Source: an optimization exercise on an open RTL-to-GDS flow (aim: small area, a short achievable clock period and few clock cycles per item). Production flows keep margins and buffers that such runs may drop. Where RTL was checked, it was by simulation tests only, not by an equivalence proof against the original. Power is estimated from default activity; no workload was simulated.

==> flow/design.v (excerpt) <==
module sscore_enc (
    input             clk,
    input             rst,         
    input             start,
    input      [47:0] in_len,
    output            idle,
    input             in_valid,
    output            in_ready,
    input       [7:0] in_data,
    output            out_valid,
    input             out_ready,
    output     [15:0] out_cp
);
Size in the first run: roughly 870 cells after synthesis.
export LEC_CHECK = 0
export CAP_MARGIN = 20
export CORE_MARGIN = 2
export CORE_UTILIZATION = 40
export CTS_BUF_LIST = sky130_fd_sc_hd__clkbuf_8
export SLEW_MARGIN = 20
create_clock -name core_clock -period 8.0 [get_ports {clk}]
standard.sh (not shown) runs the stock make flow with config.mk's settings and CLKGATE_MAP_FILE= SYNTH_SCRIPT=/design/flow/synth_recipe.tcl, a recipe that flattens the netlist after the stock synthesis.
==> flow/flow/run.sh <==
#!/bin/bash
# Layout flow: the standard flow (standard synthesis unchanged), with the
# ports buffered by the smallest buffer and setup repair aimed 5.4 ns past the
# clock period.  make's output goes to standard.log; ORFS's own per-step logs
# stay under orfs/logs.
set -euo pipefail
bash standard.sh SETUP_SLACK_MARGIN=5.4 "BUFFER_PORTS_ARGS=-buffer_cell sky130_fd_sc_hd__buf_1" finish > standard.log 2>&1
The first run finished with timing, DRC and antenna clean.
Testbench counts at the start, summed over its fixed seeds: cycles 65,110, bytes 62,998.
==> next run, changes <==
CORE_UTILIZATION = 50   (was 40)
Routed wire length hardly moves.
Worst setup slack is worse by 0.0055 ns.
Non-clock buffer count fell by 1.
Clock-buffer cell count does not change.
Critical path depth is unchanged.
==> next run, changes <==
==> flow/flow/run.sh (replaced) <==
#!/bin/bash
# Layout flow: the standard flow (standard synthesis unchanged), with the
# ports buffered by the smallest buffer and setup repair aimed 5.5 ns past the
# clock period.  make's output goes to standard.log; ORFS's own per-step logs
# stay under orfs/logs.
set -euo pipefail
bash standard.sh SETUP_SLACK_MARGIN=5.5 "BUFFER_PORTS_ARGS=-buffer_cell sky130_fd_sc_hd__buf_1" finish > standard.log 2>&1
CORE_UTILIZATION = 45   (was 50)
Effect: Flip-flop and latch count does not change. Combinational power grows by a few percent. Total power shrinks by a few percent. Cell area grows slightly. Worst setup slack degrades by 0.025 ns. Routed wire length shrinks slightly. Via count shrinks slightly. Synthesized cell count does not change.
==> next run, changes <==
==> flow/flow/run.sh (replaced) <==
#!/bin/bash
# Layout flow: the standard flow (standard synthesis unchanged), with the
# ports buffered by the smallest buffer and setup repair aimed 5.4 ns past the
# clock period.  make's output goes to standard.log; ORFS's own per-step logs
# stay under orfs/logs.
set -euo pipefail
bash standard.sh SETUP_SLACK_MARGIN=5.4 "BUFFER_PORTS_ARGS=-buffer_cell sky130_fd_sc_hd__buf_1" finish > standard.log 2>&1
Die area is unchanged.
Hold slack stays flat.
First-iteration DRC count came out higher by 4.7%.
Worst setup slack improves by 0.033 ns.
Wire length climbs by 1.1%.


Setup of indigo:
sscore_enc, a different RTL version from the one above (not shown whole).
Size in the first run: ~80 I/O pins, roughly 10000 um2 of cells after synthesis.
export LEC_CHECK = 0
export CAP_MARGIN = 20
export CORE_MARGIN = 2
export CORE_UTILIZATION = 45
export SLEW_MARGIN = 20
create_clock -name core_clock -period 8.0 [get_ports {clk}]
==> flow/flow/run.sh <==
#!/bin/bash
# Layout flow: the standard flow (standard synthesis unchanged), with the
# ports buffered by the smallest buffer and setup repair aimed 5.3 ns past the
# clock period.  make's output goes to standard.log; ORFS's own per-step logs
# stay under orfs/logs.
set -euo pipefail
bash standard.sh SETUP_SLACK_MARGIN=5.3 "BUFFER_PORTS_ARGS=-buffer_cell sky130_fd_sc_hd__buf_1" finish > standard.log 2>&1
Edits applied to the flow inputs when going from indigo to amber:
# indigo
export LEC_CHECK = 0
export CAP_MARGIN = 20
export CORE_MARGIN = 2
export CORE_UTILIZATION = 45
export SLEW_MARGIN = 20
create_clock -name core_clock -period 8.0 [get_ports {clk}]
# amber
export LEC_CHECK = 0
export CAP_MARGIN = 20
export CORE_MARGIN = 2
export CORE_UTILIZATION = 45
export CTS_BUF_LIST = sky130_fd_sc_hd__clkbuf_8
export SLEW_MARGIN = 20
create_clock -name core_clock -period 8.0 [get_ports {clk}]
==> flow/flow/run.sh <==
#!/bin/bash
# Layout flow: the standard flow (standard synthesis unchanged), with the
# ports buffered by the smallest buffer and setup repair aimed 5.2 ns past the
# clock period.  make's output goes to standard.log; ORFS's own per-step logs
# stay under orfs/logs.
set -euo pipefail
bash standard.sh SETUP_SLACK_MARGIN=5.2 "BUFFER_PORTS_ARGS=-buffer_cell sky130_fd_sc_hd__buf_1" finish > standard.log 2>&1
### Flow results
- met3 routed wirelength, indigo and amber, higher one = amber.
- Comparing indigo against amber, there is no change at all in vertical extent of the die.
- amber against indigo: average routed wire per standard cell now smaller, number of fill cells has increased.
Input-level comparison between raven and amber:
# amber
export LEC_CHECK = 0
export CAP_MARGIN = 20
export CORE_MARGIN = 2
export CORE_UTILIZATION = 45
export CTS_BUF_LIST = sky130_fd_sc_hd__clkbuf_8
export SLEW_MARGIN = 20
create_clock -name core_clock -period 8.0 [get_ports {clk}]
# raven
export LEC_CHECK = 0
export CAP_MARGIN = 20
export CORE_MARGIN = 2
export CORE_UTILIZATION = 45
export SLEW_MARGIN = 20
create_clock -name core_clock -period 8.0 [get_ports {clk}]
Results
Sort raven and amber by count of non-CTS buffers in the layout, ascending, and raven comes first. In raven, power per cell area is higher than in amber. raven: first-pass GRT wire length 0.74% above amber. Relative to amber, routed wire length has gone up in raven. Proportion of total power due to net switching in raven vs amber: down 1.7 points. Taking amber as the reference, in raven number of global-route vias before repair up about 0.4%; routed length on met3 up 130 um.
No functional check of the RTL was part of any run of this note.


The RTL this note starts from:
==> flow/design.v <==
module sscore_enc (
    input             clk,
    input             rst,         
    input             start,
    input      [47:0] in_len,
    output            idle,
    input             in_valid,
    output            in_ready,
    input       [7:0] in_data,
    output            out_valid,
    input             out_ready,
    output     [15:0] out_cp
);
    localparam [1:0] M_SCAN = 2'b00, M_ZERO = 2'b01, M_FF = 2'b10, M_PAT = 2'b11;
    reg         idle_q;      
    reg         busy;        
    reg         hdr;         
    reg  [1:0]  hidx;
    reg  [47:0] R;           
    reg  [4:0]  rb;          
    reg  [5:1]  gz;          
    reg  [3:0]  wc;          
    reg  [7:0]  w [0:8];
    reg         al;          
    reg         inrdy;
    reg         eoi;         
    reg         ovalid;
    reg  [11:0] osym;
    reg         go;          
    reg         sgo;         
    reg  [1:0]  mode;
    reg  [9:0]  cp;          
    reg         cmax;        
    reg         ph;          
    reg         ending;      
    reg         lastpair;    
    reg         sblk;        
    reg  [1:0]  se;          
    assign idle      = idle_q;
    assign in_ready  = inrdy;
    assign out_valid = ovalid;
    assign out_cp    = {4'hE, osym};
    wire can   = !ovalid || out_ready;
    wire push  = in_valid && inrdy;
    wire step  = go && can;
    wire [7:0] w0 = w[0], w1 = w[1], w2 = w[2], w3 = w[3];
    wire [7:0] w4 = w[4], w5 = w[5], w6 = w[6], w7 = w[7];
    wire z0 = (w0 == 8'h00), z1 = (w1 == 8'h00);
    wire f0 = (w0 == 8'hFF), f1 = (w1 == 8'hFF);
    wire e0 = (w0 == w2), e1 = (w1 == w3), e2 = (w2 == w4);
    wire e3 = (w3 == w5), e4 = (w4 == w6), e5 = (w5 == w7);
    wire ge2 = (wc >= 4'd2), ge4 = (wc >= 4'd4), ge5 = (wc >= 4'd5);
    wire ge6 = (wc >= 4'd6), ge8 = (wc >= 4'd8);
    wire zero4 = ge4 && z0 && z1 && e0 && e1;     
    wire ff4   = ge4 && f0 && f1 && e0 && e1;
    wire pat4  = ge8 && e0 && e1 && e2 && e3 && e4 && e5;
    wire m1    = ge4 && e0 && e1;            
    wire m2    = ge6 && e2 && e3;            
    wire m1n   = ge5 && e1 && e2;            
    wire cont  = ge2 && ((mode == M_ZERO) ? z1 : f1);
    wire [9:0] cp1 = cp + 10'd1;
    wire c1max = cmax;
    wire zfend = !cont || cmax;
    reg         demit;
    reg  [11:0] dsym;
    always @(*) begin
        demit = 1'b0;
        dsym  = {4'h0, w0};
        case (mode)
            M_SCAN: demit = !(zero4 || ff4 || pat4);
            M_PAT: begin
                if (!ph && !ending && (se != 2'd3)) begin
                    demit = !m2;
                    dsym  = {M_PAT, cp1};
                end else begin
                    demit = ending && !(ph && lastpair);
                    dsym  = {4'h0, w1};
                end
            end
            default: begin
                demit = zfend;
                dsym  = {mode, cp};
            end
        endcase
    end
    reg  [11:0] hsym, ssym;
    always @(*) begin
        case (hidx)
            2'd0: hsym = R[47:36];
            2'd1: hsym = R[35:24];
            2'd2: hsym = R[23:12];
            default: hsym = R[11:0];
        endcase
        case (se)
            2'd0: ssym = {M_PAT, cp};
            2'd1: ssym = {4'h0, w0};
            default: ssym = {4'h0, w1};
        endcase
    end
    wire        emit = can && (hdr || sgo || (go && demit));
    wire [11:0] esym = hdr ? hsym : (sgo ? ssym : dsym);
    wire sblk_step = (mode != M_PAT) ? sblk :
                     (!ph ? 1'b0 : (lastpair ? sblk : (!ending && (!m1n || c1max))));
    wire sblk_c    = sgo ? (se != 2'd2) : (go ? sblk_step : sblk);
    wire hi0     = (&gz) && (R[7:4] == 4'd0);
    wire finrdy  = busy && !hdr && hi0 && (R[3:0] == 4'd0);
    wire body_c1 = busy && !finrdy && (!hdr || (hidx == 2'd3));
    wire body_c0 = busy && !hdr;
    wire [2:0] nv [0:3];
    genvar k;
    generate
        for (k = 0; k < 4; k = k + 1) begin : g_nx
            wire       cc   = (k >= 2);
            wire       pp   = (k % 2) == 1;
            wire       st   = go && cc;
            wire       shA  = !al && (pp || eoi);
            wire       alup = shA && (wc == 4'd7);
            wire       aln  = al || alup;
            wire [3:0] wcn  = alup ? (eoi ? R[3:0] : 4'd8) :
                              (wc - {3'b000, st} + {3'b000, pp || shA});
            wire       eoin = eoi || (hi0 && (R[3:0] == wc + {3'b000, pp}));
            wire       rdyn = aln && ((wcn >= 4'd8) || (eoin && (wcn != 4'd0)));
            wire       bodn = cc ? body_c1 : body_c0;
            wire       sbn  = cc ? sblk_c : sblk;
            wire       finn = cc && finrdy;
            assign nv[k] = {bodn && rdyn && !sbn, bodn && rdyn && sbn,
                            !finn && !eoin && (wcn != 4'd9)};
        end
    endgenerate
    wire [2:0] nsel = can ? (push ? nv[3] : nv[2]) : (push ? nv[1] : nv[0]);
    wire       shA   = !al && (push || eoi);
    wire       sh    = step || shA;
    wire       al_up = shA && (wc == 4'd7);
    wire       ld7   = push && (!al || (step ? (wc == 4'd8) : (wc == 4'd7)));
    wire       ld8   = push && al && (step ? (wc == 4'd9) : (wc == 4'd8));
    wire [3:0] wc_p1 = wc + 4'd1;
    wire [3:0] wc_m1 = wc - 4'd1;
    wire [3:0] wc_a1 = (wc == 4'd7) ? (eoi ? R[3:0] : 4'd8) : wc_p1;
    wire [3:0] wc_n  = al ? (push ? (step ? wc : wc_p1) : (step ? wc_m1 : wc)) :
                            ((push || eoi) ? wc_a1 : wc);
    wire       eoi_n = eoi || (hi0 && (R[3:0] == wc + {3'b000, push}));
    integer j;
    always @(posedge clk) begin
        for (j = 0; j < 7; j = j + 1)
            if (sh) w[j] <= w[j + 1];
        if (ld7)     w[7] <= in_data;
        else if (sh) w[7] <= w[8];
        if (ld8)     w[8] <= in_data;
        if (can) osym <= esym;
        if (!busy) begin
            if (start) R <= in_len;
            for (j = 1; j < 6; j = j + 1)
                gz[j] <= (in_len[8 * j +: 8] == 8'd0);
            rb <= 5'd0;
        end else begin
            for (j = 1; j < 6; j = j + 1)
                if (rb[j - 1]) gz[j] <= (R[8 * j +: 8] == 8'd1);
            if (step) R[7:0] <= R[7:0] - 8'd1;
            for (j = 1; j < 6; j = j + 1)
                if (rb[j - 1]) R[8 * j +: 8] <= R[8 * j +: 8] - 8'd1;
            rb[0] <= step && (R[7:0] == 8'd0);
            for (j = 1; j < 5; j = j + 1)
                rb[j] <= rb[j - 1] && (R[8 * j +: 8] == 8'd0);
        end
        if (!busy)      hidx <= 2'd0;
        else if (hdr && can) hidx <= hidx + 2'd1;
        if (step) begin
            case (mode)
                M_SCAN: begin
                    cp   <= 10'd2;
                    cmax <= 1'b0;
                end
                M_PAT: begin
                    if (!ph && !ending && (se != 2'd3)) begin
                        cp   <= cp1;
                        cmax <= (cp == 10'd1022);
                    end else if (!ph && (se == 2'd3) && m1) begin
                        cp   <= 10'd1;
                        cmax <= 1'b0;
                    end
                end
                default: begin
                    cp   <= zfend ? 10'd1 : cp1;
                    cmax <= !zfend && (cp == 10'd1022);
                end
            endcase
        end
        if (rst) begin
            idle_q <= 1'b1;
            busy   <= 1'b0;
            hdr    <= 1'b0;
            wc     <= 4'd0;
            al     <= 1'b0;
            inrdy  <= 1'b0;
            ovalid <= 1'b0;
            go     <= 1'b0;
            sgo    <= 1'b0;
            mode   <= M_SCAN;
            ph     <= 1'b0;
            ending <= 1'b0;
            lastpair <= 1'b0;
            sblk   <= 1'b0;
            se     <= 2'd0;
        end else begin
            if (emit) ovalid <= 1'b1;
            else if (out_ready) ovalid <= 1'b0;
            if (!busy) begin
                wc    <= 4'd0;
                al    <= 1'b0;
                go    <= 1'b0;
                sgo   <= 1'b0;
                inrdy <= start && (in_len != 48'd0);
                eoi   <= (in_len == 48'd0);
                if (start) begin
                    idle_q <= 1'b0;
                    busy   <= 1'b1;
                    hdr    <= 1'b1;
                end
            end else begin
                wc    <= wc_n;
                al    <= al || al_up;
                eoi   <= eoi_n;
                {go, sgo, inrdy} <= nsel;
                if (can && finrdy) begin
                    idle_q <= 1'b1;
                    busy   <= 1'b0;
                end
                if (can && hidx == 2'd3) hdr <= 1'b0;
            end
            if (can) sblk <= sblk_c;
            if (sgo && can) se <= se + 2'd1;
            if (step) begin
                case (mode)
                    M_SCAN: begin
                        if (zero4)      mode <= M_ZERO;
                        else if (ff4)   mode <= M_FF;
                        else if (pat4) begin
                            mode <= M_PAT;
                            ph   <= 1'b1;
                        end
                    end
                    M_PAT: begin
                        if (!ph) begin
                            ph <= 1'b1;
                            if (ending) begin
                                lastpair <= 1'b1;
                            end else if (se == 2'd3) begin
                                se <= 2'd0;
                                if (!m1) lastpair <= 1'b1;
                            end else if (!m2) begin
                                ending <= 1'b1;
                            end
                        end else begin
                            ph <= 1'b0;
                            if (lastpair) begin
                                mode     <= M_SCAN;
                                ending   <= 1'b0;
                                lastpair <= 1'b0;
                            end
                        end
                    end
                    default: begin
                        if (!cont) mode <= M_SCAN;
                    end
                endcase
            end
        end
    end
endmodule
export LEC_CHECK = 0
export CAP_MARGIN = 20
export CORE_MARGIN = 2
export CORE_UTILIZATION = 50
export SLEW_MARGIN = 20
create_clock -name core_clock -period 8.0 [get_ports {clk}]
==> flow/flow/run.sh <==
#!/bin/bash
# Layout flow: the standard flow (standard synthesis unchanged), with the
# ports buffered by the smallest buffer and setup repair aimed 5.3 ns past the
# clock period.  make's output goes to standard.log; ORFS's own per-step logs
# stay under orfs/logs.
set -euo pipefail
bash standard.sh SETUP_SLACK_MARGIN=5.3 "BUFFER_PORTS_ARGS=-buffer_cell sky130_fd_sc_hd__buf_1" finish > standard.log 2>&1
Next try:
==> flow/flow/run.sh (replaced) <==
#!/bin/bash
# Layout flow: the standard flow (standard synthesis unchanged), with the
# ports buffered by the smallest buffer and setup repair aimed 5.2 ns past the
# clock period.  make's output goes to standard.log; ORFS's own per-step logs
# stay under orfs/logs.
set -euo pipefail
bash standard.sh SETUP_SLACK_MARGIN=5.2 "BUFFER_PORTS_ARGS=-buffer_cell sky130_fd_sc_hd__buf_1" finish > standard.log 2>&1
Settings changed: CORE_UTILIZATION 50 to 45.
=>
- cell area went down by 1.5%
- via count went down by 0.99%
- sequential share of layout area went up by 0.63 points
Function was not checked in any run of this note: the RTL went through the layout flow alone.

## static timing again, ports no longer ideal
The flow's constraints put no driver on any port. The routed layouts listed below were extracted and timed again, unchanged, in two steps. Step 1 sets driving cells, clkbuf_16 on the clock port and buf_2 on the other inputs (assumed; they add their load-dependent delay and slew). Step 2, shift: input delay + t, output delay - t, t = (earliest + latest rising clock arrival at the registers) / 2. This alone moves slack from input paths to output paths. Three values: ideal ports, drivers, drivers and shift; two values: the first two.
| run | t (ns) | slack for setup (ns) | worst setup path after step 2 | latest minus earliest clock arrival (ns) |
|---|---|---|---|---|
| the first run of note 1 | 0.504 | 5.376 / 5.365 / 4.899 | input to register | 0.018 / 0.018 |
| the second run of note 1 | 0.508 | 5.371 / 5.383 / 4.878 | input to register | 0.017 / 0.017 |
| the third run of note 1 | 0.512 | 5.345 / 5.340 / 4.828 | input to register | 0.017 / 0.017 |
| the fourth run of note 1 | 0.518 | 5.378 / 5.337 / 4.893 | input to register | 0.016 / 0.016 |
| indigo | 0.476 | 5.206 / 5.211 / 4.735 | input to register | 0.013 / 0.012 |
| amber | 0.514 | 5.185 / 5.197 / 4.684 | input to register | 0.026 / 0.027 |
| raven | 0.477 | 5.120 / 5.136 / 4.658 | input to register | 0.016 / 0.017 |
| the first run of note 3 | 0.480 | 5.257 / 5.269 / 4.789 | input to register | 0.011 / 0.011 |
| the second run of note 3 | 0.478 | 5.224 / 5.201 / 4.760 | input to register | 0.017 / 0.017 |
After both steps setup and hold are still met in every run listed. The setup slack of the third run of note 1, which loses most, moves by -0.005 ns with the drivers and by -0.517 ns with both steps.
